Context: an optimization exercise on an open-source flow, tuned for small area, a short achievable clock period and few clock cycles. The choices shown serve that exercise and are no tape-out recipe. In this exercise RTL edits were held to simulation tests only and were not proved equivalent to the original. Power and IR drop assume default switching activity.

--- config.mk ---
export PLATFORM = sky130hd
export DESIGN_NAME = frx_top
export DESIGN_NICKNAME = frx_top
export VERILOG_FILES = /design/flow/design.v
export SDC_FILE = /design/flow/constraint.sdc
export NUM_CORES = 4
export LEC_CHECK = 0
export CAP_MARGIN = 20
export CORE_MARGIN = 2
export CORE_UTILIZATION = 50
export PLACE_DENSITY = 0.6
export SLEW_MARGIN = 20
--- constraint.sdc ---
create_clock -name core_clock -period 12.0 [get_ports {clk}]
set_input_delay 2.4000 -clock core_clock [delete_from_list [all_inputs] [get_ports {clk}]]
set_output_delay 2.4000 -clock core_clock [all_outputs]
set_load 0.01 [all_outputs]
--- design.v ---
module frx_cipher (
    input  wire        enc,        
    input  wire [3:0]  step,
    input  wire [35:0] in,         
    output reg  [31:0] out
);
    function [3:0] key;
        input       s;
        input [3:0] v;
        reg   [4:0] idx;
        begin
            idx = {1'b0, v} + {4'd0, ~s};
            case (idx)
                5'd0:  key = 4'd9;  5'd1:  key = 4'd6;  5'd2:  key = 4'd3;  5'd3:  key = 4'd8;
                5'd4:  key = 4'd10; 5'd5:  key = 4'd0;  5'd6:  key = 4'd2;  5'd7:  key = 4'd12;
                5'd8:  key = 4'd4;  5'd9:  key = 4'd14; 5'd10: key = 4'd7;  5'd11: key = 4'd5;
                5'd12: key = 4'd1;  5'd13: key = 4'd15; 5'd14: key = 4'd11; 5'd15: key = 4'd13;
                default: key = 4'd9;
            endcase
        end
    endfunction
    function [3:0] ikey;
        input       r;
        input [3:0] v;
        reg   [3:0] k;
        begin
            case (v)
                4'd0:  k = 4'd5;  4'd1:  k = 4'd12; 4'd2:  k = 4'd6;  4'd3:  k = 4'd2;
                4'd4:  k = 4'd8;  4'd5:  k = 4'd11; 4'd6:  k = 4'd1;  4'd7:  k = 4'd10;
                4'd8:  k = 4'd3;  4'd9:  k = 4'd0;  4'd10: k = 4'd4;  4'd11: k = 4'd14;
                4'd12: k = 4'd7;  4'd13: k = 4'd15; 4'd14: k = 4'd9;  default: k = 4'd13;
            endcase
            ikey = k - {3'd0, r};
        end
    endfunction
    reg [27:0] x;
    reg [3:0]  p0, p1, pv, b, e6;
    reg        rnd, first, last;
    always @* begin
        x     = {in[25:0], in[27:26]};             
        p0    = in[3:0];
        p1    = in[7:4];
        pv    = in[31:28];
        rnd   = (step >= 4'd7);
        first = (step == 4'd1) || (step == 4'd7);
        last  = (step == 4'd6) || (step == 4'd12);
        e6    = (in[11:4] >= 8'd2 && in[11:4] <= 8'd9) ? ((in[7:4] - 4'd2) | 4'd8) : 4'd0;
        b     = 4'd0;
        out   = in[31:0];
        if (step == 4'd0) begin
            if (enc)
                out = {4'd0, e6, in[35:32], in[31:28], in[27:24], in[23:20],
                       in[13:12], (in[11:4] != 8'd0), 1'b0, in[3:0]};
            else
                out = {4'd0, x[27:24] ^ 4'd9,
                       x[3:0], x[7:4], x[11:8], x[15:12], x[19:16], x[23:20]};
        end else begin
            if (enc) begin
                b   = key(rnd, p0 ^ (first ? 4'd0 : pv));
                out = {b, in[27:24], b, in[23:4]};
            end else begin
                b   = ikey(rnd, p0) ^ (last ? 4'd0 : p1);
                out = {in[31:24], b, in[23:4]};
            end
        end
    end
endmodule
module frx_cipher_out (
    input  wire        enc,
    input  wire [27:0] in,
    output reg  [31:0] out
);
    reg [27:0] m;
    reg [3:0]  v;
    always @* begin
        m   = {in[27:24] ^ 4'd9, in[23:0]};
        v   = {3'd0, in[17]} + {1'b0, in[26:24]} + {3'd0, in[27]};
        if (enc)
            out = {4'd0, m[1:0], m[27:2]};                     
        else
            out = {in[3:0], in[7:4], in[11:8], in[15:12], 6'd0, in[19:18], v, in[23:20]};
    end
endmodule
module frx_top (
    input  wire        clk,
    input  wire        rst,             
    input  wire        p_valid,
    input  wire [63:0] p_word,
    output wire        p_ready,
    input  wire        h_valid,
    input  wire [63:0] h_word,
    output wire        h_ready,
    output reg         r_valid,
    output reg  [1:0]  r_status,
    output reg  [31:0] r_data
);
    localparam integer CAPACITY = 67;
    localparam [2:0] K_OK     = 3'd0,    
                     K_ILL    = 3'd1,
                     K_RANGE  = 3'd2,
                     K_AVAIL  = 3'd3,
                     K_VALUE  = 3'd4,
                     K_BITLEN = 3'd5,
                     K_DELAY  = 3'd6,
                     K_RSTAV  = 3'd7;
    function [1023:0] mk_madd;
        input integer dummy;
        integer i, j;
        begin
            mk_madd = 1024'd0;
            for (i = 0; i < 16; i = i + 1)
                for (j = 0; j < 16; j = j + 1)
                    mk_madd[(i*16+j)*4 +: 4] = (i + j) % 15;
        end
    endfunction
    function [1023:0] mk_qdig;
        input integer dummy;
        integer i, j;
        begin
            mk_qdig = 1024'd0;
            for (i = 0; i < 15; i = i + 1)
                for (j = 0; j < 16; j = j + 1)
                    mk_qdig[(i*16+j)*4 +: 4] = (16*i + j) / 15;
        end
    endfunction
    localparam [1023:0] T_MADD = mk_madd(0);
    localparam [1023:0] T_QDIG = mk_qdig(0);
    function [3:0] madd;
        input [3:0] a, b;
        begin
            madd = T_MADD[{a, b, 2'b00} +: 4];
        end
    endfunction
    function [3:0] qdig;
        input [3:0] r, n;
        begin
            qdig = T_QDIG[{r, n, 2'b00} +: 4];
        end
    endfunction
    reg        rx_en;
    reg        pin_valid;
    reg [7:0]  rx_pin;
    reg [6:0]  tol_pct;
    reg [6:0]  cc;
    reg        rc;
    reg [31:0] last_time;
    reg [31:0] rx_value;
    reg [5:0]  rx_bitlen;
    reg [28:0] rx_delay;
    reg        rx_avail;
    reg        pa_v, pa_ok;
    reg [31:0] pa_t;
    reg        ha_v, ha_bar, ha_cd, ha_raw, ha_cip, ha_z8, ha_z28, ha_z36;
    reg [7:0]  ha_op;
    reg [35:0] ha_x;
    reg [3:0]  ha_cnt;
    reg        b_v, c_v, q_v, m1_v, m2_v, m3_v, g_v, f_v;
    reg [31:0] b_d, c_d, q_d;
    reg [6:0]  b_t;                         
    reg [6:0]  c_wi, q_wi, m1_wi, m2_wi, m3_wi;
    reg        c_dec, q_dec, m1_dec, m2_dec, m3_dec, g_dec, f_dec;
    reg [3:0]  c_r7, c_r6, c_r5, c_r4, c_m32, c_m321;
    reg [3:0]  q_r7, q_r6, q_r5, q_r4, q_r3, q_r2, q_r1;
    reg [33:0] m1_u;                        
    reg        m1_c;
    reg [33:0] m2_s;                        
    reg        m2_c, m3_c;
    reg [28:0] m3_e;
    reg        hb_v, hc_v, hq_v, hm1_v, hm2_v, hm3_v, hg_v, hf_v;
    reg [2:0]  hb_k, hc_k, hq_k, hm1_k, hm2_k, hm3_k, hg_k, hf_k;
    reg        hb_c, hc_c, hq_c, hm1_c, hm2_c, hm3_c, hg_c, hf_c;    
    reg        hb_r, hc_r, hq_r, hm1_r, hm2_r, hm3_r, hg_r, hf_r;    
    reg [6:0]  hb_idx, hc_idx, hq_idx;
    reg [31:0] sc;                          
    reg [31:0] sd;                          
    reg        drained;                     
    reg        sc_busy;                     
    reg        sd_busy;                     
    reg [28:0] dly;                         
    reg [28:0] emax;                        
    reg [28:0] pend_m;                      
    reg        pend_c;
    reg [31:0] code;
    reg        sfail;                       
    reg [6:0]  last_wi;
    reg [5:0]  bl_snap;                     
    reg [35:0] w25;                         
    reg        tol_ok;                      
    reg [28:0] md;                          
    reg [35:0] prod;                        
    reg [5:0]  tsh;
    reg [1:0]  mcnt;
    wire ha_wait = (ha_bar & ~drained) | (ha_raw & sd_busy) | (ha_cd & sc_busy) |
                   (ha_cip & (ha_cnt != 4'd13));
    wire issue   = ha_v & ~ha_wait;
    assign h_ready = ~ha_v | ~ha_wait;
    assign p_ready = ~(ha_v & (ha_bar | (ha_raw & sd_busy)));
    wire p_fmt = (p_word[63:56] == 8'h01) && (p_word[55:32] == 24'd0);
    wire h_z36 = (h_word[55:36] == 20'd0);
    wire h_z28 = h_z36 && (h_word[35:28] == 8'd0);
    wire h_z8  = h_z28 && (h_word[27:8] == 20'd0);
    wire [7:0] h_op = h_word[63:56];
    wire [31:0] cstep;
    frx_cipher u_cipher (.enc(ha_op[0]), .step(ha_cnt), .in(ha_x), .out(cstep));
    always @(posedge clk) begin
        pa_v  <= ~rst & p_valid & p_ready;
        pa_ok <= p_fmt;
        pa_t  <= p_word[31:0];
        if (rst)
            ha_v <= 1'b0;
        else if (h_ready)
            ha_v <= h_valid;
        if (h_ready) begin
            ha_op  <= h_op;
            ha_x   <= h_word[35:0];
            ha_z36 <= h_z36;
            ha_z28 <= h_z28;
            ha_z8  <= h_z8;
            ha_bar <= (h_op[7:2] == 6'b000100) && (h_op[1:0] != 2'd3);    
            ha_raw <= (h_op == 8'h25);
            ha_cip <= (h_op[7:1] == 7'b0011000);                           
            ha_cd  <= (h_op == 8'h26) || (h_op[7:1] == 7'b0011000);
            ha_cnt <= 4'd0;
        end else if (ha_cip && ha_cnt != 4'd13) begin
            ha_x[31:0] <= cstep;
            ha_cnt     <= ha_cnt + 4'd1;
        end
    end
    wire       a_n0 = ha_z8 && (ha_x[7:0] == 8'd0);
    reg  [2:0] a_k;
    always @* begin
        case (ha_op)
        8'h10: a_k = ha_z8 ? K_OK : K_ILL;
        8'h11: a_k = a_n0  ? K_OK : K_ILL;
        8'h12: a_k = a_n0  ? K_OK : K_ILL;
        8'h13: a_k = !ha_z8 ? K_ILL : (ha_x[7:0] > 8'd100) ? K_RANGE : K_OK;
        8'h20: a_k = a_n0  ? K_AVAIL  : K_ILL;
        8'h21: a_k = a_n0  ? K_RSTAV  : K_ILL;
        8'h22: a_k = a_n0  ? K_VALUE  : K_ILL;
        8'h23: a_k = a_n0  ? K_BITLEN : K_ILL;
        8'h24: a_k = a_n0  ? K_DELAY  : K_ILL;
        8'h25: a_k = !ha_z8 ? K_ILL : (ha_x[7:0] >= 8'd67) ? K_RANGE : K_OK;
        8'h26: a_k = a_n0  ? K_OK : K_ILL;
        8'h30: a_k = ha_z28 ? K_OK : K_ILL;
        8'h31: a_k = ha_z36 ? K_OK : K_ILL;
        default: a_k = K_ILL;
        endcase
    end
    wire a_ok = (a_k == K_OK);
    wire [31:0] cout_w;
    frx_cipher_out u_cout (.enc(ha_op[0]), .in(ha_x[27:0]), .out(cout_w));
    wire a_go    = issue & a_ok;
    wire bar_en  = a_go && (ha_op == 8'h10);
    wire bar_re  = a_go && (ha_op == 8'h11) && pin_valid;
    wire bar_dis = a_go && (ha_op == 8'h12);
    wire set_tol = a_go && (ha_op == 8'h13);
    wire bar_clr = bar_en | bar_re;
    always @(posedge clk) begin
        if (rst) begin
            rx_en     <= 1'b0;
            pin_valid <= 1'b0;
            rx_pin    <= 8'd0;
            tol_pct   <= 7'd60;
        end else begin
            if (bar_en) begin
                rx_pin    <= ha_x[7:0];
                pin_valid <= 1'b1;
            end
            if (bar_clr)
                rx_en <= 1'b1;
            if (bar_dis)
                rx_en <= 1'b0;
            if (set_tol)
                tol_pct <= ha_x[6:0];
        end
    end
    wire a_live = pa_v & pa_ok & rx_en;
    always @(posedge clk) begin
        if (rst)
            last_time <= 32'd0;
        else if (a_live)
            last_time <= pa_t;
        b_d <= pa_t - last_time;
        b_t <= tol_pct;
    end
    wire       b_bnd = (b_d > 32'd4000) && (b_d < 32'd6000);
    wire       b_lng = (b_d > 32'd6000);
    wire [6:0] b_wr  = (b_bnd | b_lng) ? 7'd0 : cc;
    wire       b_ovf = (b_wr == 7'd67);
    wire [6:0] b_wi  = b_ovf ? 7'd0 : b_wr;
    wire       b_rc  = b_ovf ? 1'b0 : (b_bnd ? ~rc : rc);
    wire       b_dec = b_bnd & rc & (cc >= 7'd8);     
    always @(posedge clk) begin
        if (rst) begin
            cc <= 7'd0;
            rc <= 1'b0;
        end else if (bar_clr) begin
            cc <= 7'd0;
            rc <= 1'b0;
        end else if (b_v) begin
            cc <= b_wi + 7'd1;
            rc <= b_rc;
        end
        c_d   <= b_d;
        c_wi  <= b_wi;
        c_dec <= b_dec;
        c_r7   <= madd(b_d[31:28], 4'd0);
        c_r6   <= b_m76;
        c_r5   <= madd(b_m76, b_d[23:20]);
        c_r4   <= madd(b_m76, b_m54);
        c_m32  <= b_m32;
        c_m321 <= madd(b_m32, b_d[7:4]);
    end
    wire [3:0] b_m76 = madd(b_d[31:28], b_d[27:24]);
    wire [3:0] b_m54 = madd(b_d[23:20], b_d[19:16]);
    wire [3:0] b_m32 = madd(b_d[15:12], b_d[11:8]);
    wire b_mstart = b_v & b_dec;
    always @(posedge clk) begin
        if (b_mstart) begin
            md   <= dly;
            prod <= b_t[6] ? {7'd0, dly} : 36'd0;
            tsh  <= b_t[5:0];
            mcnt <= 2'd3;
        end else if (mcnt != 2'd0) begin
            mcnt <= mcnt - 2'd1;
            prod <= {prod[33:0], 2'b00} + (tsh[5] ? {6'd0, md, 1'b0} : 36'd0) +
                                          (tsh[4] ? {7'd0, md} : 36'd0);
            tsh  <= {tsh[3:0], 2'b00};
        end
    end
    always @(posedge clk) begin
        q_d   <= c_d;
        q_wi  <= c_wi;
        q_dec <= c_dec;
        q_r7  <= c_r7;
        q_r6  <= c_r6;
        q_r5  <= c_r5;
        q_r4  <= c_r4;
        q_r3  <= madd(c_r4, c_d[15:12]);
        q_r2  <= madd(c_r4, c_m32);
        q_r1  <= madd(c_r4, c_m321);
    end
    wire [31:0] q_q = {qdig(4'd0, q_d[31:28]), qdig(q_r7, q_d[27:24]),
                       qdig(q_r6, q_d[23:20]), qdig(q_r5, q_d[19:16]),
                       qdig(q_r4, q_d[15:12]), qdig(q_r3, q_d[11:8]),
                       qdig(q_r2, q_d[7:4]),   qdig(q_r1, q_d[3:0])};
    wire q_wi0 = (q_wi == 7'd0);
    always @(posedge clk) begin
        if (q_v && q_wi0)
            dly <= q_q[28:0];
    end
    reg [31:0]         bufm [0:CAPACITY-1];
    reg [CAPACITY-1:0] bval;
    genvar g;
    generate
        for (g = 0; g < CAPACITY; g = g + 1) begin : g_slot
            always @(posedge clk)
                if (q_v && q_wi == g)
                    bufm[g] <= q_d;
        end
    endgenerate
    always @(posedge clk) begin
        if (rst)
            bval <= {CAPACITY{1'b0}};
        else if (q_v)
            bval[q_wi] <= 1'b1;
    end
    always @(posedge clk) begin
        m1_wi  <= q_wi;
        m1_dec <= q_dec;
        m1_u   <= {2'd0, q_d} - {4'd0, dly, 1'b0};
        m1_c   <= {1'b0, q_d} > {3'd0, dly, 1'b0};
    end
    reg [31:0] q_rd;
    reg        q_rv;
    integer    i;
    always @* begin
        q_rd = 32'd0;
        q_rv = 1'b0;
        for (i = 0; i < CAPACITY; i = i + 1) begin
            q_rd = q_rd | (bufm[i] & {32{hq_idx == i}});
            q_rv = q_rv | (bval[i] & (hq_idx == i));
        end
    end
    wire [31:0] q_raw = (q_v && q_wi == hq_idx) ? q_d : (q_rv ? q_rd : 32'd0);
    wire [33:0] m1_k = {5'd0, dly} ^ {34{m1_c}};
    wire [34:0] m1_t = {m1_u, 1'b1} + {m1_k, m1_c};
    always @(posedge clk) begin
        m2_wi  <= m1_wi;
        m2_dec <= m1_dec;
        m2_c   <= m1_c;
        m2_s   <= m1_t[34:1];
    end
    wire        m2_n  = m2_s[33];
    wire [34:0] m2_a  = {m2_s ^ {34{m2_n}}, 1'b1} + {34'd0, m2_n};
    wire [33:0] m2_ab = m2_a[34:1];
    always @(posedge clk) begin
        m3_wi  <= m2_wi;
        m3_dec <= m2_dec;
        m3_c   <= m2_c;
        m3_e   <= (m2_ab[33:29] != 5'd0) ? {29{1'b1}} : m2_ab[28:0];
    end
    wire [28:0] m3_mx = (emax > m3_e) ? emax : m3_e;
    wire [28:0] m3_pm = (pend_m > m3_e) ? pend_m : m3_e;
    always @(posedge clk) begin
        if (m3_v && m3_wi != 7'd0) begin
            last_wi <= m3_wi;
            if (m3_wi[0]) begin
                pend_c <= m3_c;
                pend_m <= (m3_wi == 7'd1) ? m3_e : m3_mx;
            end else begin
                emax  <= m3_pm;
                code  <= (m3_wi == 7'd2) ? {31'd0, pend_c} : {code[30:0], pend_c};
                sfail <= ((m3_wi == 7'd2) ? 1'b0 : sfail) | (pend_c == m3_c);
            end
        end
        if (m3_v && m3_dec)
            bl_snap <= last_wi[6:1];
        w25   <= {3'd0, emax, 4'd0} + {4'd0, emax, 3'd0} + {7'd0, emax} + 36'd25;
        g_dec <= m3_dec;
    end
    always @(posedge clk) begin
        tol_ok <= (w25 <= {2'd0, prod[35:2]});
        f_dec  <= g_dec;
    end
    wire        f_pub  = f_v & f_dec & ~sfail & tol_ok;
    wire        rs_clr = hf_v && (hf_k == K_RSTAV);
    wire        n_av   = f_pub | rx_avail;
    wire [31:0] n_val  = f_pub ? code : rx_value;
    wire [5:0]  n_bl   = f_pub ? bl_snap : rx_bitlen;
    wire [28:0] n_dl   = f_pub ? md : rx_delay;
    always @(posedge clk) begin
        if (rst || bar_clr || rs_clr) begin
            rx_value  <= 32'd0;
            rx_bitlen <= 6'd0;
            rx_delay  <= 29'd0;
            rx_avail  <= 1'b0;
        end else begin
            rx_value  <= n_val;
            rx_bitlen <= n_bl;
            rx_delay  <= n_dl;
            rx_avail  <= n_av;
        end
    end
    always @(posedge clk) begin
        hb_k   <= a_k;
        hb_c   <= ha_cd & a_ok;
        hb_r   <= ha_raw & a_ok;
        hb_idx <= ha_x[6:0];
        hc_k   <= hb_k;
        hc_c   <= hb_c;
        hc_r   <= hb_r;
        hc_idx <= hb_idx;
        hq_k   <= hc_k;
        hq_c   <= hc_c;
        hq_r   <= hc_r;
        hq_idx <= hc_idx;
        hm1_k  <= hq_k;
        hm1_c  <= hq_c;
        hm1_r  <= hq_r;
        hm2_k  <= hm1_k;
        hm2_c  <= hm1_c;
        hm2_r  <= hm1_r;
        hm3_k  <= hm2_k;
        hm3_c  <= hm2_c;
        hm3_r  <= hm2_r;
        hg_k   <= hm3_k;
        hg_c   <= hm3_c;
        hg_r   <= hm3_r;
        hf_k   <= hg_k;
        hf_c   <= hg_c;
        hf_r   <= hg_r;
        if (issue && ha_cd)
            sc <= ha_cip ? cout_w : {8'd67, 1'b0, tol_pct, rx_pin, 6'd0, pin_valid, rx_en};
        if (hq_v && hq_r)
            sd <= q_raw;
    end
    always @(posedge clk) begin
        r_valid <= ~rst & hf_v;
        case (hf_k)
        K_OK:     begin r_status <= 2'd0; r_data <= hf_c ? sc : hf_r ? sd : 32'd0; end
        K_ILL:    begin r_status <= 2'd1; r_data <= 32'd0; end
        K_RANGE:  begin r_status <= 2'd2; r_data <= 32'd0; end
        K_AVAIL:  begin r_status <= 2'd0; r_data <= {31'd0, n_av}; end
        K_VALUE:  begin r_status <= 2'd0; r_data <= n_val; end
        K_BITLEN: begin r_status <= 2'd0; r_data <= {26'd0, n_bl}; end
        K_DELAY:  begin r_status <= 2'd0; r_data <= {3'd0, n_dl}; end
        default:  begin r_status <= 2'd0; r_data <= 32'd0; end
        endcase
    end
    wire n_pa = ~rst & p_valid & p_ready;
    wire n_b  = ~rst & a_live;
    wire n_hb = ~rst & issue;
    always @(posedge clk) begin
        b_v   <= n_b;
        c_v   <= ~rst & b_v;
        q_v   <= ~rst & c_v;
        m1_v  <= ~rst & q_v;
        m2_v  <= ~rst & m1_v;
        m3_v  <= ~rst & m2_v;
        g_v   <= ~rst & m3_v;
        f_v   <= ~rst & g_v;
        hb_v  <= n_hb;
        hc_v  <= ~rst & hb_v;
        hq_v  <= ~rst & hc_v;
        hm1_v <= ~rst & hq_v;
        hm2_v <= ~rst & hm1_v;
        hm3_v <= ~rst & hm2_v;
        hg_v  <= ~rst & hm3_v;
        hf_v  <= ~rst & hg_v;
        drained <= rst | ~(n_pa | n_b | b_v | c_v | q_v | m1_v | m2_v | m3_v | g_v |
                           n_hb | hb_v | hc_v | hq_v | hm1_v | hm2_v | hm3_v | hg_v);
        sc_busy <= ~rst & ((n_hb & ha_cd) | (hb_v & hb_c) | (hc_v & hc_c) | (hq_v & hq_c) |
                           (hm1_v & hm1_c) | (hm2_v & hm2_c) | (hm3_v & hm3_c));
        sd_busy <= ~rst & ((n_hb & ha_raw) | (hb_v & hb_r) | (hc_v & hc_r) | (hq_v & hq_r));
    end
endmodule
--- flow/run.sh ---
#!/bin/bash
# The standard layout, with timing repair aiming for 7.5 ns of setup slack
# (a 4.5 ns period) instead of 0; everything else as the standard.sh.
set -euo pipefail
bash standard.sh SETUP_SLACK_MARGIN=7.5 finish > make_finish.log 2>&1
--- standard.sh ---
#!/bin/bash
# synth_recipe.tcl (not shown) runs the flow's synth.tcl, then flattens the netlist and writes it again
# the make line also repeats each setting of config.mk as NAME=value (left out here)
make -C /OpenROAD-flow-scripts/flow DESIGN_CONFIG=/design/flow/config.mk WORK_HOME=/design/flow/orfs CLKGATE_MAP_FILE= SYNTH_SCRIPT=/design/flow/synth_recipe.tcl "${@:-finish}"
==> key figures, run 1 <==
Run status
  – Status: complete, no violations

Floorplanning
  – Starting Density: 0.502
  – Die area: 276,000 µm²
  – Die Wd: 525 µm
  – Top Ports: 169
  – Core box area: 271,000 µm²
  – Row cnt: 191
  – Die Height: 525 µm

Power
  – Power Density: 178 nW/µm²
  – Peak VDD IR: 0.122 mV
  – Lkg Pwr: 53.7 nW

Routing
  – DRT iter0 DRCs: 17,600
  – Pre-Repair DR Iteration Count: 7
  – Via count: 99,400
  – Residual DRC: 0
  – Post-DR wirelength/cell: 36.2 µm
  – Routed Antenna Nets: 0
  – Via-per-instance ratio: 6.85
  – DRT Wirelength: 525 mm

GRT
  – Initial antenna violation count: 36
  – First-pass GRT wire length: 719 mm
  – Largest net degree at the start of global routing: 90
  – Gr ovfl total: 0
  – GRT Util Overall: 0.370
  – Number of global-route vias before repair: 92,000

Critical path
  – Crit Path Class: reg2out
  – Reg2Reg Launch Point: hq_idx[1]$_DFF_P_
  – Setup crit start: ha_cnt[1]$_SDFFE_PN0P_
  – CP Launch Type: flop
  – Crit path DAT: 2170 ps
  – CP max FO: 3
  – Crit. End Element: output pin
  – Worst Path Required: 9600 ps

Synthesis
  – Cell count after synthesis: 10,400
  – FF+latch count, synth: 3,147
  – Yosys top cell area share: 0.545
  – Synth async-reset ratio: 0
  – Net Count, Synth: 11,000
  – Largest cells by area after synthesis: edfxtp_1 (54%), dfxtp_1 (10%), ha_1 (3.8%), a22o_1 (2.3%), a22oi_1 (2.3%)
  – Yosys cell types: 119
  – Mapped cell area: 136,000 µm²
  – Mean Syn Cell Area: 13.1 µm²
  – Main synth FF type: edfxtp_1
  – Post-synth top area cell: edfxtp_1
  – Post-synth EDFFs: 2,463
  – Sequential fraction of the synthesis area: 0.646
  – Synth Warn #: 4

Timing
  – Slew Limit Fails: 0
  – Unrepaired setup endpoints after global routing: true
  – Tcrit/Tclk final: 0.380
  – Final setup vio count: 0
  – Max_slew headroom: 0.126
  – Worst-Margin Slew: 1310 ps
  – Final min period: 4570 ps
  – Final hold violations: 0
  – Max Freq: 219 MHz
  – Clk_skew: 80.4 ps
  – Hold slack: 303 ps
  – Setup TNS: 0 ps

Layout
  – Layout area overhead: 13.9%
  – Fill count: 21,500
  – Fraction of layout instances using a drive strength above 1: 0.117
  – Final Net Count: 11,200

CTS
  – Clock transition at the registers of the reported paths: 70 ps
  – Sink Count: 3,147
  – Max H-tree Level: 5
  – CTS Buf Count: 330
  – Clock Tree Buf Depth: 4
  – CTS tree: yes
  – Clock root cell: clkbuf_16
  – Clock Latency Late Sink: 970 ps

Hold path
  – Hold Path Class: reg2reg
  – Hold Crit Start: c_d[7]$_DFF_P_

Place
  – GP Congestion: 0.931
  – Post-DP HPWL: 307 mm
  – Port Buffers: 168

Job
  – Max_cap viols: 0
cell usage after synthesis (124+ instances only):
| cell | count |
|---|---|
| dfxtp_1 | 684 |
| inv_1 | 359 |
| a22o_1 | 359 |
| clkbuf_1 | 335 |
| mux2i_1 | 201 |
| a22oi_1 | 417 |
| a221oi_1 | 352 |
| buf_2 | 173 |
| a21oi_1 | 521 |
| nand4_1 | 197 |
| xnor2_1 | 154 |
| edfxtp_1 | 2463 |
| ha_1 | 412 |
| o21ai_0 | 418 |
| nand3_1 | 239 |
| nor2b_1 | 124 |
| nor2_1 | 646 |
| nand2_1 | 637 |
through the flow:
| step | cells | power [mW] | area [µm²] | utilization | setup WS (ps) |
|---|---|---|---|---|---|
| CTS | 14500 | 27.4 | 154000 | 0.570 | 7280 |
| floorplan | 10400 | 15.8 | 136000 | - | 7590 |
| finish | 14500 | 27.5 | 155000 | 0.572 | 7430 |
| detailed placement | 13800 | 17.1 | 143000 | 0.528 | 6870 |
| global route | 14500 | 28.4 | 155000 | 0.572 | 7360 |
| global placement | 13800 | 17.0 | 143000 | 0.528 | 6860 |
report_power, final:
| part | switching, mW | total (mW) | leakage [nW] | internal (mW) |
|---|---|---|---|---|
| Combinational | 2.74 | 4.37 | 20.6 | 1.63 |
| Sequential | 0.409 | 12.6 | 27.6 | 12.2 |
| Clock | 4.46 | 10.5 | 5.40 | 6.07 |
| Total | 7.60 | 27.5 | 53.7 | 19.9 |
worst max-delay path, stage by stage, from the launching register on:
cell     delay (ps)
dfxtp_2         320
inv_2            90
ha_4            160
nand3_4          90
nand2_4         100
nand3_4          80
and2_4          180
inv_4            60
buf_12          100
buf_6            90
final timing paths:
kind / endpoint / depth (start not counted) / slack, ps
hold reg to reg: q_d[7]$_DFF_P_ / 0 / 300
hold / removal: q_d[7]$_DFF_P_ / 0 / 300
setup / recovery: h_ready / 9 / 7430
setup reg to reg: sd[18]$_DFFE_PP_ / 13 / 7450
placed cells by master, fill, tap and decap left out, types with 66 or more instances in the layout:
| cell type | synthesis | routed |
|---|---|---|
| mux2i_1 | 201 | 201 |
| mux2_2 | 77 | 77 |
| o21ai_0 | 418 | 416 |
| ha_1 | 412 | 410 |
| a211oi_1 | 79 | 79 |
| a221oi_1 | 352 | 352 |
| a21oi_1 | 521 | 520 |
| clkbuf_16 | 0 | 344 |
| xnor2_1 | 154 | 154 |
| dfxtp_1 | 684 | 636 |
| nor3_1 | 99 | 94 |
| a21o_1 | 118 | 118 |
| a22oi_1 | 417 | 417 |
| edfxtp_1 | 2463 | 2463 |
| nand4_1 | 197 | 197 |
| a22o_1 | 359 | 359 |
| a31oi_1 | 67 | 66 |
| nand3_1 | 239 | 236 |
| o211ai_1 | 66 | 66 |
| nand2_1 | 637 | 635 |
| buf_4 | 21 | 343 |
| clkdlybuf4s50_1 | 0 | 165 |
| inv_1 | 359 | 353 |
| xor2_1 | 107 | 107 |
| nor2_4 | 0 | 135 |
| nor2_1 | 646 | 510 |
| nor2b_1 | 124 | 121 |
| nand2b_1 | 73 | 72 |
routing by layer:
metal	share of wire	vias to the layer above	wire [µm]	global-route usage
li1	-	40800	-	-
met2	0.42	7829	219000	0.533
met4	0.063	22	33200	0.193
met3	0.14	1637	75900	0.109
met5	0.00046	-	240	0
met1	0.37	49100	196000	0.506
flip-flops by register name (all words and copies together) (netlist names), 33 cells and up, named ones only:
name  count
bval     67
m1_u     33
m2_s     34
bufm   2144
ha_x     36
prod     36
w25      35
cells by family (layout without fill, tap and decap cells):
kind of cell | Yosys count | count (layout) | share of synthesized area
XOR/XNOR | 261 | 261 | 0.0168
flip-flops | 3147 | 3147 | 0.646
AND/OR/NAND/NOR | 2300 | 2300 | 0.0810
adder cells (fa/ha/maj) | 503 | 503 | 0.0488
other | 0 | 25 | 0
multiplexers | 306 | 306 | 0.0259
AO/OA/AOI/OAI | 2879 | 2879 | 0.151
buffers and inverters | 998 | 1518 | 0.0303
cell type report:
type	count	area, µm²	share of cell area
clock buffers	421	9080	0.0587
repair buffers	531	4660	0.0301
repair inverters	1	5.00	0.0000324
inverters	374	1440	0.00932
multi-input cells	6249	45200	0.292
clock inverters	191	1990	0.0128
diodes	25	62.6	0.000404
well taps	3570	4470	0.0289
flip-flops and latches	3147	87700	0.567
repair_timing:
item | 4_1_cts | 5_1_grt
buffers inserted | 22 | 14
resized for setup | 37 | 32
cloned | 2 | 2
endpoints found under the setup margin | 79 | 193
pin swaps | 2 | 3
hold buffers | 0 | 0
Testbench counts, summed over its fixed seeds: cycles 14,122.
==> run 2, diff against run 1 <==
--- a/design.v
+++ b/design.v
@@ -103,38 +103,20 @@
                      K_BITLEN = 3'd5,
                      K_DELAY  = 3'd6,
                      K_RSTAV  = 3'd7;
-    function [1023:0] mk_madd;
-        input integer dummy;
-        integer i, j;
+    function [3:0] mod15;
+        input [6:0] v;
+        reg   [4:0] t;
         begin
-            mk_madd = 1024'd0;
-            for (i = 0; i < 16; i = i + 1)
-                for (j = 0; j < 16; j = j + 1)
-                    mk_madd[(i*16+j)*4 +: 4] = (i + j) % 15;
-        end
-    endfunction
-    function [1023:0] mk_qdig;
-        input integer dummy;
-        integer i, j;
-        begin
-            mk_qdig = 1024'd0;
-            for (i = 0; i < 15; i = i + 1)
-                for (j = 0; j < 16; j = j + 1)
-                    mk_qdig[(i*16+j)*4 +: 4] = (16*i + j) / 15;
-        end
-    endfunction
-    localparam [1023:0] T_MADD = mk_madd(0);
-    localparam [1023:0] T_QDIG = mk_qdig(0);
-    function [3:0] madd;
-        input [3:0] a, b;
-        begin
-            madd = T_MADD[{a, b, 2'b00} +: 4];
+            t     = {2'd0, v[6:4]} + {1'b0, v[3:0]};
+            mod15 = (t >= 5'd15) ? (t[3:0] + 4'd1) : t[3:0];
         end
     endfunction
     function [3:0] qdig;
         input [3:0] r, n;
+        reg   [4:0] t;
         begin
-            qdig = T_QDIG[{r, n, 2'b00} +: 4];
+            t    = {1'b0, r} + {1'b0, n};
+            qdig = r + {3'd0, (t >= 5'd15)};
         end
     endfunction
     reg        rx_en;
@@ -159,7 +141,10 @@
     reg [6:0]  b_t;                         
     reg [6:0]  c_wi, q_wi, m1_wi, m2_wi, m3_wi;
     reg        c_dec, q_dec, m1_dec, m2_dec, m3_dec, g_dec, f_dec;
-    reg [3:0]  c_r7, c_r6, c_r5, c_r4, c_m32, c_m321;
+    reg [3:0]  c_s7;                        
+    reg [4:0]  c_s6;
+    reg [5:0]  c_s5, c_s4, c_p321;
+    reg [4:0]  c_p32;
     reg [3:0]  q_r7, q_r6, q_r5, q_r4, q_r3, q_r2, q_r1;
     reg [33:0] m1_u;                        
     reg        m1_c;
@@ -190,40 +175,52 @@
     reg [35:0] prod;                        
     reg [5:0]  tsh;
     reg [1:0]  mcnt;
-    wire ha_wait = (ha_bar & ~drained) | (ha_raw & sd_busy) | (ha_cd & sc_busy) |
-                   (ha_cip & (ha_cnt != 4'd13));
-    wire issue   = ha_v & ~ha_wait;
-    assign h_ready = ~ha_v | ~ha_wait;
-    assign p_ready = ~(ha_v & (ha_bar | (ha_raw & sd_busy)));
+    reg  hr, pr;
+    assign h_ready = hr;
+    assign p_ready = pr;
+    wire issue = ha_v & hr;
     wire p_fmt = (p_word[63:56] == 8'h01) && (p_word[55:32] == 24'd0);
     wire h_z36 = (h_word[55:36] == 20'd0);
     wire h_z28 = h_z36 && (h_word[35:28] == 8'd0);
     wire h_z8  = h_z28 && (h_word[27:8] == 20'd0);
     wire [7:0] h_op = h_word[63:56];
+    wire h_bar = (h_op[7:2] == 6'b000100) && (h_op[1:0] != 2'd3);      
+    wire h_raw = (h_op == 8'h25);
+    wire h_cip = (h_op[7:1] == 7'b0011000);                             
+    wire h_cd  = (h_op == 8'h26) || h_cip;
+    wire       ha_v_n   = ~rst & (hr ? h_valid : ha_v);
+    wire       ha_bar_n = hr ? h_bar : ha_bar;
+    wire       ha_raw_n = hr ? h_raw : ha_raw;
+    wire       ha_cd_n  = hr ? h_cd  : ha_cd;
+    wire       ha_cip_n = hr ? h_cip : ha_cip;
+    wire [3:0] ha_cnt_n = hr ? 4'd0 : (ha_cip && ha_cnt != 4'd13) ? ha_cnt + 4'd1 : ha_cnt;
+    wire       drained_n, sc_busy_n, sd_busy_n;
+    wire       ha_wait_n = (ha_bar_n & ~drained_n) | (ha_raw_n & sd_busy_n) |
+                           (ha_cd_n & sc_busy_n) | (ha_cip_n & (ha_cnt_n != 4'd13));
+    always @(posedge clk) begin
+        hr <= ~ha_v_n | ~ha_wait_n;
+        pr <= ~(ha_v_n & (ha_bar_n | (ha_raw_n & sd_busy_n)));
+    end
     wire [31:0] cstep;
     frx_cipher u_cipher (.enc(ha_op[0]), .step(ha_cnt), .in(ha_x), .out(cstep));
     always @(posedge clk) begin
         pa_v  <= ~rst & p_valid & p_ready;
         pa_ok <= p_fmt;
         pa_t  <= p_word[31:0];
-        if (rst)
-            ha_v <= 1'b0;
-        else if (h_ready)
-            ha_v <= h_valid;
-        if (h_ready) begin
+        ha_v   <= ha_v_n;
+        ha_bar <= ha_bar_n;
+        ha_raw <= ha_raw_n;
+        ha_cd  <= ha_cd_n;
+        ha_cip <= ha_cip_n;
+        ha_cnt <= ha_cnt_n;
+        if (hr) begin
             ha_op  <= h_op;
             ha_x   <= h_word[35:0];
             ha_z36 <= h_z36;
             ha_z28 <= h_z28;
             ha_z8  <= h_z8;
-            ha_bar <= (h_op[7:2] == 6'b000100) && (h_op[1:0] != 2'd3);    
-            ha_raw <= (h_op == 8'h25);
-            ha_cip <= (h_op[7:1] == 7'b0011000);                           
-            ha_cd  <= (h_op == 8'h26) || (h_op[7:1] == 7'b0011000);
-            ha_cnt <= 4'd0;
         end else if (ha_cip && ha_cnt != 4'd13) begin
             ha_x[31:0] <= cstep;
-            ha_cnt     <= ha_cnt + 4'd1;
         end
     end
     wire       a_n0 = ha_z8 && (ha_x[7:0] == 8'd0);
@@ -304,16 +301,16 @@
         c_d   <= b_d;
         c_wi  <= b_wi;
         c_dec <= b_dec;
-        c_r7   <= madd(b_d[31:28], 4'd0);
-        c_r6   <= b_m76;
-        c_r5   <= madd(b_m76, b_d[23:20]);
-        c_r4   <= madd(b_m76, b_m54);
-        c_m32  <= b_m32;
-        c_m321 <= madd(b_m32, b_d[7:4]);
-    end
-    wire [3:0] b_m76 = madd(b_d[31:28], b_d[27:24]);
-    wire [3:0] b_m54 = madd(b_d[23:20], b_d[19:16]);
-    wire [3:0] b_m32 = madd(b_d[15:12], b_d[11:8]);
+        c_s7   <= b_d[31:28];
+        c_s6   <= b_p76;
+        c_s5   <= {1'b0, b_p76} + {2'd0, b_d[23:20]};
+        c_s4   <= {1'b0, b_p76} + {1'b0, b_p54};
+        c_p32  <= b_p32;
+        c_p321 <= {1'b0, b_p32} + {2'd0, b_d[7:4]};
+    end
+    wire [4:0] b_p76 = {1'b0, b_d[31:28]} + {1'b0, b_d[27:24]};
+    wire [4:0] b_p54 = {1'b0, b_d[23:20]} + {1'b0, b_d[19:16]};
+    wire [4:0] b_p32 = {1'b0, b_d[15:12]} + {1'b0, b_d[11:8]};
     wire b_mstart = b_v & b_dec;
     always @(posedge clk) begin
         if (b_mstart) begin
@@ -332,13 +329,13 @@
         q_d   <= c_d;
         q_wi  <= c_wi;
         q_dec <= c_dec;
-        q_r7  <= c_r7;
-        q_r6  <= c_r6;
-        q_r5  <= c_r5;
-        q_r4  <= c_r4;
-        q_r3  <= madd(c_r4, c_d[15:12]);
-        q_r2  <= madd(c_r4, c_m32);
-        q_r1  <= madd(c_r4, c_m321);
+        q_r7  <= mod15({3'd0, c_s7});
+        q_r6  <= mod15({2'd0, c_s6});
+        q_r5  <= mod15({1'b0, c_s5});
+        q_r4  <= mod15({1'b0, c_s4});
+        q_r3  <= mod15({1'b0, c_s4} + {3'd0, c_d[15:12]});
+        q_r2  <= mod15({1'b0, c_s4} + {2'd0, c_p32});
+        q_r1  <= mod15({1'b0, c_s4} + {1'b0, c_p321});
     end
     wire [31:0] q_q = {qdig(4'd0, q_d[31:28]), qdig(q_r7, q_d[27:24]),
                        qdig(q_r6, q_d[23:20]), qdig(q_r5, q_d[19:16]),
@@ -508,10 +505,13 @@
         hm3_v <= ~rst & hm2_v;
         hg_v  <= ~rst & hm3_v;
         hf_v  <= ~rst & hg_v;
-        drained <= rst | ~(n_pa | n_b | b_v | c_v | q_v | m1_v | m2_v | m3_v | g_v |
-                           n_hb | hb_v | hc_v | hq_v | hm1_v | hm2_v | hm3_v | hg_v);
-        sc_busy <= ~rst & ((n_hb & ha_cd) | (hb_v & hb_c) | (hc_v & hc_c) | (hq_v & hq_c) |
-                           (hm1_v & hm1_c) | (hm2_v & hm2_c) | (hm3_v & hm3_c));
-        sd_busy <= ~rst & ((n_hb & ha_raw) | (hb_v & hb_r) | (hc_v & hc_r) | (hq_v & hq_r));
-    end
+        drained <= drained_n;
+        sc_busy <= sc_busy_n;
+        sd_busy <= sd_busy_n;
+    end
+    assign drained_n = rst | ~(n_pa | n_b | b_v | c_v | q_v | m1_v | m2_v | m3_v | g_v |
+                               n_hb | hb_v | hc_v | hq_v | hm1_v | hm2_v | hm3_v | hg_v);
+    assign sc_busy_n = ~rst & ((n_hb & ha_cd) | (hb_v & hb_c) | (hc_v & hc_c) | (hq_v & hq_c) |
+                               (hm1_v & hm1_c) | (hm2_v & hm2_c) | (hm3_v & hm3_c));
+    assign sd_busy_n = ~rst & ((n_hb & ha_raw) | (hb_v & hb_r) | (hc_v & hc_r) | (hq_v & hq_r));
 endmodule
==> flow/run.sh (replaced) <==
#!/bin/bash
# The standard layout, with timing repair aiming for 8.5 ns of setup slack
# (a 3.5 ns period) instead of 0; everything else as the standard.sh.
set -euo pipefail
bash standard.sh SETUP_SLACK_MARGIN=8.5 finish > make_finish.log 2>&1
==> key figures, run 2 <==
GRT
  – GRT Util Overall: 0.385
  – Largest net degree at the start of global routing: 82
  – First-pass GRT wire length: 701 mm
  – Initial antenna violation count: 41
  – Number of global-route vias before repair: 86,900
  – Gr ovfl total: 0

Layout
  – Largest regs: bufm: 2144 flops, bval: 67 flops
  – Max reg flops: 2,144
  – Fill count: 20,000
  – Commonest non-fill, non-tap cells in the layout: edfxtp_1 (2,459), a22oi_1 (928), dfxtp_1 (635), nand2_1 (627), nor2_1 (398)
  – Largest reg by FF count: bufm
  – Final Instance Area: 151,000 µm²
  – FF/Latch Area: 87,800 µm²
  – Most common cell after layout, fill and taps aside: edfxtp_1
  – Layout area overhead: 17.3%
  – Final Net Count: 10,600
  – Multi-input logic area: 41,000 µm²
  – Fraction of layout instances using a drive strength above 1: 0.149

Place
  – Dpl ws: 7130 ps
  – Area after DPL: 136,000 µm²
  – GP Congestion: 0.937
  – Post-DP HPWL: 303 mm
  – Port Buffers: 168

Synthesis
  – Post-synth top cells: edfxtp_1 (2,459), a22oi_1 (932), dfxtp_1 (691), nand2_1 (639), nor2_1 (537)
  – FF+latch count, synth: 3,150
  – Largest cells by area after synthesis: edfxtp_1 (57%), dfxtp_1 (11%), a22oi_1 (5.4%), ha_1 (3.9%), nand2_1 (1.9%)
  – Count leader, synth: edfxtp_1
  – Yosys top cell area share: 0.573
  – Mean Syn Cell Area: 13.7 µm²
  – Cell count after synthesis: 9,435
  – Main synth FF type: edfxtp_1
  – Net Count, Synth: 10,100
  – Sequential fraction of the synthesis area: 0.680
  – Post-synth top area cell: edfxtp_1
  – Post-synth EDFFs: 2,459
  – Mapped cell area: 129,000 µm²
  – Synth Warn #: 4
  – Yosys cell types: 93
  – Synth async-reset ratio: 0

Routing
  – Pre-Repair DR Iteration Count: 14
  – Post-DR wirelength/cell: 38.2 µm
  – Routed Antenna Nets: 0
  – Residual DRC: 0
  – DRT Wirelength: 521 mm
  – DRT iter0 DRCs: 18,200
  – Via-per-instance ratio: 6.95
  – Via count: 94,800

CTS
  – CTS Buf Count: 338
  – Clock transition at the registers of the reported paths: 60 ps
  – Clock Latency Late Sink: 1000 ps
  – Sink Count: 3,150
  – Max H-tree Level: 5
  – CTS tree: yes
  – Clock root cell: clkbuf_16
  – Clock Tree Buf Depth: 4
  – Hold buffers post-CTS: 0

Critical path
  – Crit path DAT: 4640 ps
  – CP max FO: 5
  – CP Launch Type: flop
  – Internal reg-to-reg setup slack: 8170 ps
  – Crit Path Class: reg2reg
  – Worst Path Required: 12,820 ps
  – CP endpoint: prod[34]$_SDFFCE_PP0P_
  – Crit. End Element: flop
  – R2r endpoint: prod[34]$_SDFFCE_PP0P_
  – Setup crit start: tsh[4]$_DFFE_PP_
  – R2R depth: 16
  – Reg2Reg Launch Point: tsh[4]$_DFFE_PP_

Timing
  – Final worst slack: 8170 ps
  – Final setup vio count: 0
  – Max_slew headroom: 0.126
  – Setup TNS: 0 ps
  – Clk_skew: 87.6 ps
  – Max Freq: 261 MHz
  – Tcrit/Tclk final: 0.319
  – Worst-Margin Slew: 1310 ps
  – Final min period: 3830 ps
  – Slew Limit Fails: 0
  – Hold slack: 307 ps
  – Final hold violations: 0
  – Unrepaired setup endpoints after global routing: true

Power
  – Power Density: 180 nW/µm²
  – Lkg Pwr: 53.2 nW
  – Peak VDD IR: 0.203 mV
  – Overall Power: 27.3 mW

Floorplanning
  – Die area: 262,000 µm²
  – Starting Density: 0.502
  – Row cnt: 186
  – Die Height: 512 µm
  – Die Wd: 512 µm
  – Top Ports: 169
  – Core box area: 256,000 µm²

Run status
  – Status: complete, no violations

Hold path
  – Hold Path Class: reg2reg

Job
  – Max_cap viols: 0
[run 2: cell types whose count changed after synthesis, sizes merged, moves of 56 or more]
cell	previous run	this run
buf	286	78
a21oi	521	360
mux2	77	16
inv	365	305
a22oi	417	932
nand4	197	134
a221oi	352	46
nand3	240	336
a22o	359	99
clkbuf	338	394
nor2	649	559
mux2i	202	114
o21ai	432	233
[run 2: logic make-up after synthesis]
family	after synthesis	synth area share
DFF	3150	0.680
AOI/OAI and AO/OA	2343	0.129
and+or+nand+nor	2258	0.0851
buffers and inverters	778	0.0232
adders and majority gates	483	0.0516
xor gates and xnor gates	292	0.0198
muxes	131	0.0104
[run 2: worst min path at each step]
stage	startpoint	end	slack, ps	depth (start not counted)
final	c_d[10]$_DFF_P_	q_d[10]$_DFF_P_	310	0
after CTS	c_d[16]$_DFF_P_	q_d[16]$_DFF_P_	310	0
after floorplan	c_d[2]$_DFF_P_	q_d[2]$_DFF_P_	310	0
after detailed placement	c_d[22]$_DFF_P_	q_d[22]$_DFF_P_	310	0
after global placement	hm3_k[0]$_DFF_P_	hg_k[0]$_DFF_P_	310	0
after global routing	c_d[16]$_DFF_P_	q_d[16]$_DFF_P_	320	0
[run 2: routing by layer]
layer | GRT usage | up-vias | routed length, µm
met4 | 0.226 | 31 | 39200
li1 | - | 37600 | -
met2 | 0.550 | 8563 | 216000
met5 | 0.00219 | - | 344
met3 | 0.132 | 1940 | 81000
met1 | 0.509 | 46600 | 184000
[run 2: worst max-delay path, stage by stage (launching register included)]
cell and delay [ps]:
edfxtp_1 380, buf_6 140, buf_12 110, nand2_4 40, fa_1 530, inv_2 50, ha_4 150, or3_4 410
nor2_4 100, and3_4 200, o211ai_1 80, buf_4 170, a2111oi_4 420, nor3_2 90, o31a_1 350, o211ai_1 250
mux2i_1 210
[run 2: report_power, final]
part           internal (mW)  switching, mW  leakage, nW
Combinational           1.72           2.60         20.0
Clock                   6.07           4.33         5.30
Sequential              12.2          0.311         27.9
[run 2: per-stage QoR]
| stage | utilization | cells |
|---|---|---|
| after detailed placement | 0.532 | 12800 |
| after global placement | 0.532 | 12800 |
| after global routing | 0.589 | 13600 |
| final | 0.589 | 13600 |
| after floorplan | - | 9435 |
| after CTS | 0.582 | 13500 |
[run 2: repair_timing]
item                       CTS  global route
gates cloned                 6            12
setup endpoints to repair  771           457
setup buffers              132            73
pin swaps                   94            75
resized for setup          385           199
[run 2: final cells by class]
| cell class | count | share of cell area |
|---|---|---|
| Timing Repair Buffer | 663 | 0.0403 |
| Antenna cell | 26 | 0.000431 |
| Sequential cell | 3150 | 0.581 |
| Clock buffer | 446 | 0.0619 |
| Clock inverter | 146 | 0.00960 |
| Multi-Input combinational cell | 5511 | 0.271 |
| Tap cell | 3384 | 0.0280 |
| Inverter | 306 | 0.00764 |
| Timing Repair inverter | 1 | 0.0000331 |
Testbench counts of run 2, summed over its fixed seeds: cycles 14,122.
==> run 3, diff against run 2 <==
--- a/design.v
+++ b/design.v
@@ -346,8 +346,8 @@
         if (q_v && q_wi0)
             dly <= q_q[28:0];
     end
-    reg [31:0]         bufm [0:CAPACITY-1];
-    reg [CAPACITY-1:0] bval;
+    reg [31:0] bufm [0:CAPACITY-1];
+    reg [6:0]  bhi;
     genvar g;
     generate
         for (g = 0; g < CAPACITY; g = g + 1) begin : g_slot
@@ -358,9 +358,9 @@
     endgenerate
     always @(posedge clk) begin
         if (rst)
-            bval <= {CAPACITY{1'b0}};
-        else if (q_v)
-            bval[q_wi] <= 1'b1;
+            bhi <= 7'd0;
+        else if (q_v && q_wi == bhi)
+            bhi <= bhi + 7'd1;
     end
     always @(posedge clk) begin
         m1_wi  <= q_wi;
@@ -369,16 +369,13 @@
         m1_c   <= {1'b0, q_d} > {3'd0, dly, 1'b0};
     end
     reg [31:0] q_rd;
-    reg        q_rv;
     integer    i;
     always @* begin
         q_rd = 32'd0;
-        q_rv = 1'b0;
-        for (i = 0; i < CAPACITY; i = i + 1) begin
+        for (i = 0; i < CAPACITY; i = i + 1)
             q_rd = q_rd | (bufm[i] & {32{hq_idx == i}});
-            q_rv = q_rv | (bval[i] & (hq_idx == i));
-        end
     end
+    wire q_rv = (hq_idx < bhi);
     wire [31:0] q_raw = (q_v && q_wi == hq_idx) ? q_d : (q_rv ? q_rd : 32'd0);
     wire [33:0] m1_k = {5'd0, dly} ^ {34{m1_c}};
     wire [34:0] m1_t = {m1_u, 1'b1} + {m1_k, m1_c};
--- a/config.mk
+++ b/config.mk
@@ -8,5 +8,8 @@
 export CAP_MARGIN = 20
 export CORE_MARGIN = 2
 export CORE_UTILIZATION = 50
+export CTS_CLUSTER_DIAMETER = 60
+export CTS_CLUSTER_SIZE = 30
 export PLACE_DENSITY = 0.6
 export SLEW_MARGIN = 20
+export TNS_END_PERCENT = 10
==> key figures, run 3 <==
Run status
  – Status: complete, no violations

Synthesis
  – Mapped cell area: 124,000 µm²
  – Post-synth top area cell: edfxtp_1
  – Count leader, synth: edfxtp_1
  – FF+latch count, synth: 3,090
  – Post-synth EDFFs: 2,459
  – Yosys cell types: 94
  – Synth Warn #: 4
  – Synth async-reset ratio: 0
  – Net Count, Synth: 9,207
  – Main synth FF type: edfxtp_1
  – Cell count after synthesis: 8,589
  – Sequential fraction of the synthesis area: 0.696
  – Yosys top cell area share: 0.594
  – Largest cells by area after synthesis: edfxtp_1 (59%), dfxtp_1 (10%), ha_1 (4.1%), a22oi_1 (2.8%), a22o_1 (2.1%)
  – Post-synth top cells: edfxtp_1 (2,459), dfxtp_1 (631), nand2_1 (489), a22oi_1 (464), nor2_1 (436)
  – Mean Syn Cell Area: 14.5 µm²

Timing
  – Max_slew headroom: 0.154
  – Slew Limit Fails: 0
  – Unrepaired setup endpoints after global routing: true
  – Setup TNS: 0 ps
  – Final setup vio count: 0
  – Max Freq: 259 MHz
  – Clk_skew: 68.1 ps
  – Tcrit/Tclk final: 0.322
  – Worst-Margin Slew: 1270 ps
  – Final min period: 3860 ps
  – Final hold violations: 0

Floorplanning
  – Die Height: 503 µm
  – Top Ports: 169
  – Die Wd: 503 µm
  – Starting Density: 0.501
  – Core box area: 248,000 µm²
  – Die area: 253,000 µm²
  – Row cnt: 183

CTS
  – Max H-tree Level: 4
  – Clock Tree Buf Depth: 3
  – Sink Count: 3,090
  – CTS Buf Count: 181
  – Clock root cell: clkbuf_16
  – CTS tree: yes
  – Clock transition at the registers of the reported paths: 110 ps
  – Clock Latency Late Sink: 930 ps

Routing
  – Via count: 85,200
  – DRT Wirelength: 471 mm
  – Pre-Repair DR Iteration Count: 9
  – Residual DRC: 0
  – Post-DR wirelength/cell: 37.8 µm
  – Routed Antenna Nets: 0
  – Via-per-instance ratio: 6.85
  – DRT iter0 DRCs: 16,400

Critical path
  – Crit. End Element: flop
  – R2R depth: 9
  – Crit Path Class: reg2reg
  – Crit path DAT: 4470 ps
  – CP Launch Type: flop
  – R2r endpoint: sd[18]$_DFFE_PP_
  – Internal reg-to-reg setup slack: 8140 ps
  – Reg2Reg Launch Point: hq_idx[0]$_DFF_P_
  – Worst Path Required: 12,610 ps
  – CP max FO: 21

Layout
  – Layout area overhead: 13.2%
  – Most common cell after layout, fill and taps aside: edfxtp_1
  – Final Net Count: 9,549
  – FF/Latch Area: 86,600 µm²
  – Fraction of layout instances using a drive strength above 1: 0.129
  – Max reg flops: 2,144
  – Largest reg by FF count: bufm
  – Fill count: 19,500
  – Final core occ: 0.567
  – Commonest non-fill, non-tap cells in the layout: edfxtp_1 (2,459), dfxtp_1 (579), nand2_1 (474), a22oi_1 (459), ha_1 (389)
  – Largest regs: bufm: 2144 flops, ha_x: 36 flops, prod: 36 flops
  – Multi-input logic area: 37,200 µm²

GRT
  – Largest net degree at the start of global routing: 92
  – Initial antenna violation count: 22
  – Gr ovfl total: 0
  – Number of global-route vias before repair: 78,800
  – GRT Util Overall: 0.366
  – First-pass GRT wire length: 637 mm

Place
  – GP Congestion: 0.933
  – Port Buffers: 168
  – Post-DP HPWL: 277 mm

Power
  – Peak VDD IR: 0.237 mV
  – Power Density: 166 nW/µm²
  – Lkg Pwr: 48.9 nW

Hold path
  – Hold Path Class: reg2reg
  – Hold Crit Start: c_wi[5]$_DFF_P_
  – Hold depth: 0
  – Worst Hold End: q_wi[5]$_DFF_P_

Job
  – Max_cap viols: 0
==> run 3: routing by layer <==
metal | vias up | track usage | wire length [µm]
li1 | 34200 | - | -
met1 | 42400 | 0.503 | 173000
met2 | 7042 | 0.514 | 193000
met3 | 1581 | 0.109 | 68800
met4 | 16 | 0.221 | 35700
met5 | - | 0 | 115
==> run 3: kinds of logic after synthesis <==
group                    after synthesis  share of synthesized area
AND/OR/NAND/NOR                     1722                     0.0670
adder cells (fa/ha/maj)              486                     0.0537
XOR/XNOR                             309                     0.0219
buffers and inverters                676                     0.0211
AO/OA/AOI/OAI                       2119                      0.125
multiplexers                         187                     0.0159
flip-flops                          3090                      0.696
==> run 3: area by class of cell <==
cell class / count / share of cell area
diodes: 20 / 0.000356
clock buffers: 193 / 0.0336
clock inverters: 144 / 0.0155
inverters: 312 / 0.00834
multi-input cells: 4827 / 0.264
flip-flops and latches: 3090 / 0.615
well taps: 3330 / 0.0296
repair buffers: 519 / 0.0330
==> run 3: worst max path at each step <==
stage | startpoint | endpoint | slack [ps] | cells past startpoint
finish | hq_idx[0]$_DFF_P_ | sd[18]$_DFFE_PP_ | 8140 | 9
global route | tsh[4]$_DFFE_PP_ | prod[35]$_SDFFCE_PP0P_ | 8040 | 16
CTS | hr$_DFF_P_ | h_ready | 8160 | 1
detailed placement | tsh[5]$_DFFE_PP_ | prod[34]$_SDFFCE_PP0P_ | 7060 | 16
global placement | tsh[5]$_DFFE_PP_ | prod[34]$_SDFFCE_PP0P_ | 7130 | 16
floorplan | tsh[4]$_DFFE_PP_ | prod[34]$_SDFFCE_PP0P_ | 8000 | 18
==> run 3: power by group <==
group          leakage [nW]  switching (mW)  internal, mW  total (mW)
clock network          3.30            4.19          3.33        7.52
registers              27.4           0.329          12.0        12.4
logic                  18.1            2.04          1.39        3.43
total                  48.9            6.56          16.7        23.3
==> run 3: critical path, cell delays in order (launching register included) <==
cell,delay (ps)
dfxtp_4,530
nor2_1,190
nand3_1,470
nor2_2,100
buf_4,390
a22o_1,330
a221oi_1,800
nand4_1,380
nor3_1,260
o21ai_0,120
==> run 3: per-stage QoR <==
step | std cells | setup slack [ps] | area (µm²) | hold WS [ps] | total power [mW]
4_1_cts | 12400 | 8160 | 140000 | 304 | 23.2
3_3_place_gp | 12000 | 7130 | 132000 | 310 | 15.7
2_1_floorplan | 8589 | 8000 | 124000 | 310 | 14.9
6_report | 12400 | 8140 | 141000 | 319 | 23.3
3_5_place_dp | 12000 | 7060 | 132000 | 312 | 15.9
5_1_grt | 12400 | 8040 | 141000 | 318 | 24.0
==> run 3: timing repair <==
| action | in CTS | in global routing |
|---|---|---|
| buffers inserted | 83 | 18 |
| gates cloned | 9 | 1 |
| hold buffers | 0 | 0 |
| pin swaps | 47 | 23 |
| gates resized for setup | 351 | 53 |
| endpoints found under the setup margin | 449 | 552 |
Testbench counts of run 3, summed over its fixed seeds: cycles 14,122.
==> run 4, diff against run 3 <==
--- a/design.v
+++ b/design.v
@@ -132,7 +132,7 @@
     reg        rx_avail;
     reg        pa_v, pa_ok;
     reg [31:0] pa_t;
-    reg        ha_v, ha_bar, ha_cd, ha_raw, ha_cip, ha_z8, ha_z28, ha_z36;
+    reg        ha_v, ha_bar, ha_cd, ha_raw, ha_cip, ha_za, ha_zb, ha_zc;
     reg [7:0]  ha_op;
     reg [35:0] ha_x;
     reg [3:0]  ha_cnt;
@@ -140,7 +140,7 @@
     reg [31:0] b_d, c_d, q_d;
     reg [6:0]  b_t;                         
     reg [6:0]  c_wi, q_wi, m1_wi, m2_wi, m3_wi;
-    reg        c_dec, q_dec, m1_dec, m2_dec, m3_dec, g_dec, f_dec;
+    reg        c_dec, q_dec, m1_dec, m2_dec, m3_dec, g_dec;
     reg [3:0]  c_s7;                        
     reg [4:0]  c_s6;
     reg [5:0]  c_s5, c_s4, c_p321;
@@ -156,6 +156,9 @@
     reg        hb_c, hc_c, hq_c, hm1_c, hm2_c, hm3_c, hg_c, hf_c;    
     reg        hb_r, hc_r, hq_r, hm1_r, hm2_r, hm3_r, hg_r, hf_r;    
     reg [6:0]  hb_idx, hc_idx, hq_idx;
+    reg [8:0]  hq_hi;                       
+    reg [7:0]  hq_lo;                       
+    reg        hq_fw;                       
     reg [31:0] sc;                          
     reg [31:0] sd;                          
     reg        drained;                     
@@ -170,7 +173,7 @@
     reg [6:0]  last_wi;
     reg [5:0]  bl_snap;                     
     reg [35:0] w25;                         
-    reg        tol_ok;                      
+    reg        f_pub;                       
     reg [28:0] md;                          
     reg [35:0] prod;                        
     reg [5:0]  tsh;
@@ -180,9 +183,9 @@
     assign p_ready = pr;
     wire issue = ha_v & hr;
     wire p_fmt = (p_word[63:56] == 8'h01) && (p_word[55:32] == 24'd0);
-    wire h_z36 = (h_word[55:36] == 20'd0);
-    wire h_z28 = h_z36 && (h_word[35:28] == 8'd0);
-    wire h_z8  = h_z28 && (h_word[27:8] == 20'd0);
+    wire h_za  = (h_word[55:36] == 20'd0);
+    wire h_zb  = (h_word[35:28] == 8'd0);
+    wire h_zc  = (h_word[27:8] == 20'd0);
     wire [7:0] h_op = h_word[63:56];
     wire h_bar = (h_op[7:2] == 6'b000100) && (h_op[1:0] != 2'd3);      
     wire h_raw = (h_op == 8'h25);
@@ -216,14 +219,17 @@
         if (hr) begin
             ha_op  <= h_op;
             ha_x   <= h_word[35:0];
-            ha_z36 <= h_z36;
-            ha_z28 <= h_z28;
-            ha_z8  <= h_z8;
+            ha_za  <= h_za;
+            ha_zb  <= h_zb;
+            ha_zc  <= h_zc;
         end else if (ha_cip && ha_cnt != 4'd13) begin
             ha_x[31:0] <= cstep;
         end
     end
-    wire       a_n0 = ha_z8 && (ha_x[7:0] == 8'd0);
+    wire       ha_z36 = ha_za;                      
+    wire       ha_z28 = ha_za & ha_zb;              
+    wire       ha_z8  = ha_za & ha_zb & ha_zc;      
+    wire       a_n0   = ha_z8 && (ha_x[7:0] == 8'd0);
     reg  [2:0] a_k;
     always @* begin
         case (ha_op)
@@ -373,10 +379,10 @@
     always @* begin
         q_rd = 32'd0;
         for (i = 0; i < CAPACITY; i = i + 1)
-            q_rd = q_rd | (bufm[i] & {32{hq_idx == i}});
+            q_rd = q_rd | (bufm[i] & {32{hq_hi[i / 8] & hq_lo[i % 8]}});
     end
     wire q_rv = (hq_idx < bhi);
-    wire [31:0] q_raw = (q_v && q_wi == hq_idx) ? q_d : (q_rv ? q_rd : 32'd0);
+    wire [31:0] q_raw = hq_fw ? q_d : (q_rv ? q_rd : 32'd0);
     wire [33:0] m1_k = {5'd0, dly} ^ {34{m1_c}};
     wire [34:0] m1_t = {m1_u, 1'b1} + {m1_k, m1_c};
     always @(posedge clk) begin
@@ -414,10 +420,8 @@
         g_dec <= m3_dec;
     end
     always @(posedge clk) begin
-        tol_ok <= (w25 <= {2'd0, prod[35:2]});
-        f_dec  <= g_dec;
+        f_pub <= ~rst & g_v & g_dec & ~sfail & (w25 <= {2'd0, prod[35:2]});
     end
-    wire        f_pub  = f_v & f_dec & ~sfail & tol_ok;
     wire        rs_clr = hf_v && (hf_k == K_RSTAV);
     wire        n_av   = f_pub | rx_avail;
     wire [31:0] n_val  = f_pub ? code : rx_value;
@@ -449,6 +453,9 @@
         hq_c   <= hc_c;
         hq_r   <= hc_r;
         hq_idx <= hc_idx;
+        hq_hi  <= 9'd1 << hc_idx[6:3];
+        hq_lo  <= 8'd1 << hc_idx[2:0];
+        hq_fw  <= c_v && (c_wi == hc_idx);
         hm1_k  <= hq_k;
         hm1_c  <= hq_c;
         hm1_r  <= hq_r;
==> key figures, run 4 <==
GRT
  – Initial antenna violation count: 25
  – Gr ovfl total: 0
  – GRT Util Overall: 0.364
  – Largest net degree at the start of global routing: 92
  – First-pass GRT wire length: 630 mm
  – Number of global-route vias before repair: 76,700

Synthesis
  – Sequential fraction of the synthesis area: 0.698
  – Post-synth top cells: edfxtp_1 (2,459), dfxtp_1 (647), nand2_1 (451), ha_1 (406), a22oi_1 (383)
  – Net Count, Synth: 9,174
  – Count leader, synth: edfxtp_1
  – Main synth FF type: edfxtp_1
  – Yosys cell types: 96
  – Cell count after synthesis: 8,556
  – Mean Syn Cell Area: 14.5 µm²
  – Synth async-reset ratio: 0
  – Largest cells by area after synthesis: edfxtp_1 (59%), dfxtp_1 (10%), ha_1 (4.1%), a221oi_1 (2.5%), a22o_1 (2.4%)
  – Post-synth EDFFs: 2,459
  – Yosys top cell area share: 0.594
  – Synth Warn #: 4
  – FF+latch count, synth: 3,106
  – Post-synth top area cell: edfxtp_1
  – Mapped cell area: 124,000 µm²

Timing
  – Setup TNS: 0 ps
  – Worst-Margin Slew: 1300 ps
  – Clk_skew: 56.8 ps
  – Slew Limit Fails: 0
  – Max_slew headroom: 0.130
  – Tcrit/Tclk final: 0.331
  – Max Freq: 252 MHz
  – Final min period: 3970 ps
  – Final hold violations: 0
  – Unrepaired setup endpoints after global routing: true
  – Final setup vio count: 0

Floorplanning
  – Starting Density: 0.502
  – Core box area: 248,000 µm²
  – Die area: 253,000 µm²
  – Die Height: 503 µm
  – Row cnt: 183
  – Top Ports: 169
  – Die Wd: 503 µm

CTS
  – Clock transition at the registers of the reported paths: 110 ps
  – Clock Latency Late Sink: 930 ps
  – CTS Buf Count: 185
  – Clock root cell: clkbuf_16
  – Max H-tree Level: 4
  – Clock Tree Buf Depth: 3
  – Hold buffers post-CTS: 0
  – CTS tree: yes
  – Sink Count: 3,106

Critical path
  – Worst Path Required: 12,590 ps
  – Worst path max stage delay: 710 ps
  – Reg2Reg Launch Point: hq_hi[7]$_SDFF_PP0_
  – R2R depth: 7
  – Crit Path Class: reg2reg
  – CP Launch Type: flop
  – Crit. End Element: flop
  – R2r endpoint: sd[27]$_DFFE_PP_
  – Internal reg-to-reg setup slack: 8030 ps
  – Worst path slowest cell: or4_1
  – Worst path cell trace: and2_2 > buf_4 > a221oi_1 > nand4_1 > or4_1 > nor4_1 > o21ai_1
  – CP max FO: 21
  – Crit path DAT: 4560 ps

Layout
  – Post-Layout Cell Count: 12,400
  – Layout area overhead: 12.6%
  – Final core occ: 0.565
  – Fraction of layout instances using a drive strength above 1: 0.126
  – Fill count: 19,500
  – Commonest non-fill, non-tap cells in the layout: edfxtp_1 (2,459), dfxtp_1 (594), nand2_1 (445), a22oi_1 (382), ha_1 (374)
  – Multi-input logic area: 36,300 µm²
  – Final Net Count: 9,495
  – Largest reg by FF count: bufm
  – Max reg flops: 2,144
  – Largest regs: bufm: 2144 flops, ha_x: 36 flops, prod: 36 flops
  – FF/Latch Area: 86,900 µm²
  – Most common cell after layout, fill and taps aside: edfxtp_1

Hold path
  – Hold Path Class: reg2reg
  – Hold depth: 0
  – Worst Hold End: q_d[7]$_DFF_P_
  – Hold Crit Start: c_d[7]$_DFF_P_

Place
  – Placed insts: 11,900
  – Post-DP HPWL: 271 mm
  – GP Congestion: 0.904
  – Port Buffers: 168

Run status
  – Status: complete, no violations

Power
  – Lkg Pwr: 48.0 nW
  – Power Density: 168 nW/µm²
  – Peak VDD IR: 0.220 mV
  – Overall Power: 23.6 mW

Routing
  – Residual DRC: 0
  – Post-DR wirelength/cell: 37.8 µm
  – DRT iter0 DRCs: 15,500
  – Pre-Repair DR Iteration Count: 8
  – DRT Wirelength: 468 mm
  – Via-per-instance ratio: 6.76
  – Routed Antenna Nets: 0
  – Via count: 83,700

Job
  – Max_cap viols: 0
## run 4: per-stage QoR
stage | worst slack (ps) | hold WS, ps | cell area (µm²)
floorplan | 8060 | 310 | 124000
global placement | 7150 | 310 | 131000
detailed placement | 7210 | 312 | 131000
CTS | 8110 | 310 | 139000
global route | 8110 | 310 | 140000
finish | 8030 | 308 | 140000
## run 4: repair_timing
action | 4_1_cts | 5_1_grt
endpoints found under the setup margin | 532 | 691
pin swaps | 40 | 32
gates cloned | 1 | 2
buffers inserted | 37 | 62
resized for setup | 244 | 113
## run 4: worst max path at each step
stage                        endpoint                 from
4_1_cts        prod[30]$_SDFFCE_PP0P_     tsh[4]$_DFFE_PP_
3_3_place_gp   prod[30]$_SDFFCE_PP0P_     tsh[4]$_DFFE_PP_
5_1_grt            ha_x[20]$_DFFE_PP_    ha_cnt[1]$_DFF_P_
3_5_place_dp   prod[30]$_SDFFCE_PP0P_     tsh[4]$_DFFE_PP_
6_report             sd[27]$_DFFE_PP_  hq_hi[7]$_SDFF_PP0_
2_1_floorplan  prod[30]$_SDFFCE_PP0P_     tsh[4]$_DFFE_PP_
## run 4: kinds of logic (layout without fill, tap and decap cells)
family | after synthesis | in the layout | share of synthesized area
other | 0 | 23 | 0
xor gates and xnor gates | 320 | 320 | 0.0225
buffers and inverters | 710 | 1187 | 0.0219
AOI/OAI and AO/OA | 2067 | 2070 | 0.123
muxes | 166 | 166 | 0.0140
and+or+nand+nor | 1701 | 1701 | 0.0676
adders and majority gates | 486 | 486 | 0.0537
DFF | 3106 | 3106 | 0.698
## run 4: power breakdown
part / total [mW] / internal [mW] / switching (mW)
Combinational: 3.56 / 1.49 / 2.07
Sequential: 12.4 / 12.1 / 0.333
Clock: 7.58 / 3.25 / 4.33
Total: 23.6 / 16.8 / 6.73
## run 4: final cells by class
| cell class | instances | area share |
|---|---|---|
| Sequential cell | 3106 | 0.620 |
| Multi-Input combinational cell | 4743 | 0.259 |
| Clock buffer | 192 | 0.0336 |
| Timing Repair Buffer | 528 | 0.0322 |
| Tap cell | 3330 | 0.0298 |
| Clock inverter | 154 | 0.0163 |
| Inverter | 313 | 0.00839 |
| Antenna cell | 23 | 0.000411 |
## run 4: critical path, delay by kind of cell (launching register included)
kind | cells | cell delay, ps
AO/OA/AOI/OAI | 2 | 730
flip-flops | 1 | 400
buffers and inverters | 1 | 530
AND/OR/NAND/NOR | 4 | 1970
## run 4: layer usage
metal,part of all wire,wire (µm),global-route usage
met5,0.00048,226,0.00324
met1,0.37,175000,0.506
met3,0.15,68700,0.111
met4,0.066,30800,0.188
met2,0.41,193000,0.514
Testbench counts of run 4, summed over its fixed seeds: cycles 14,122.
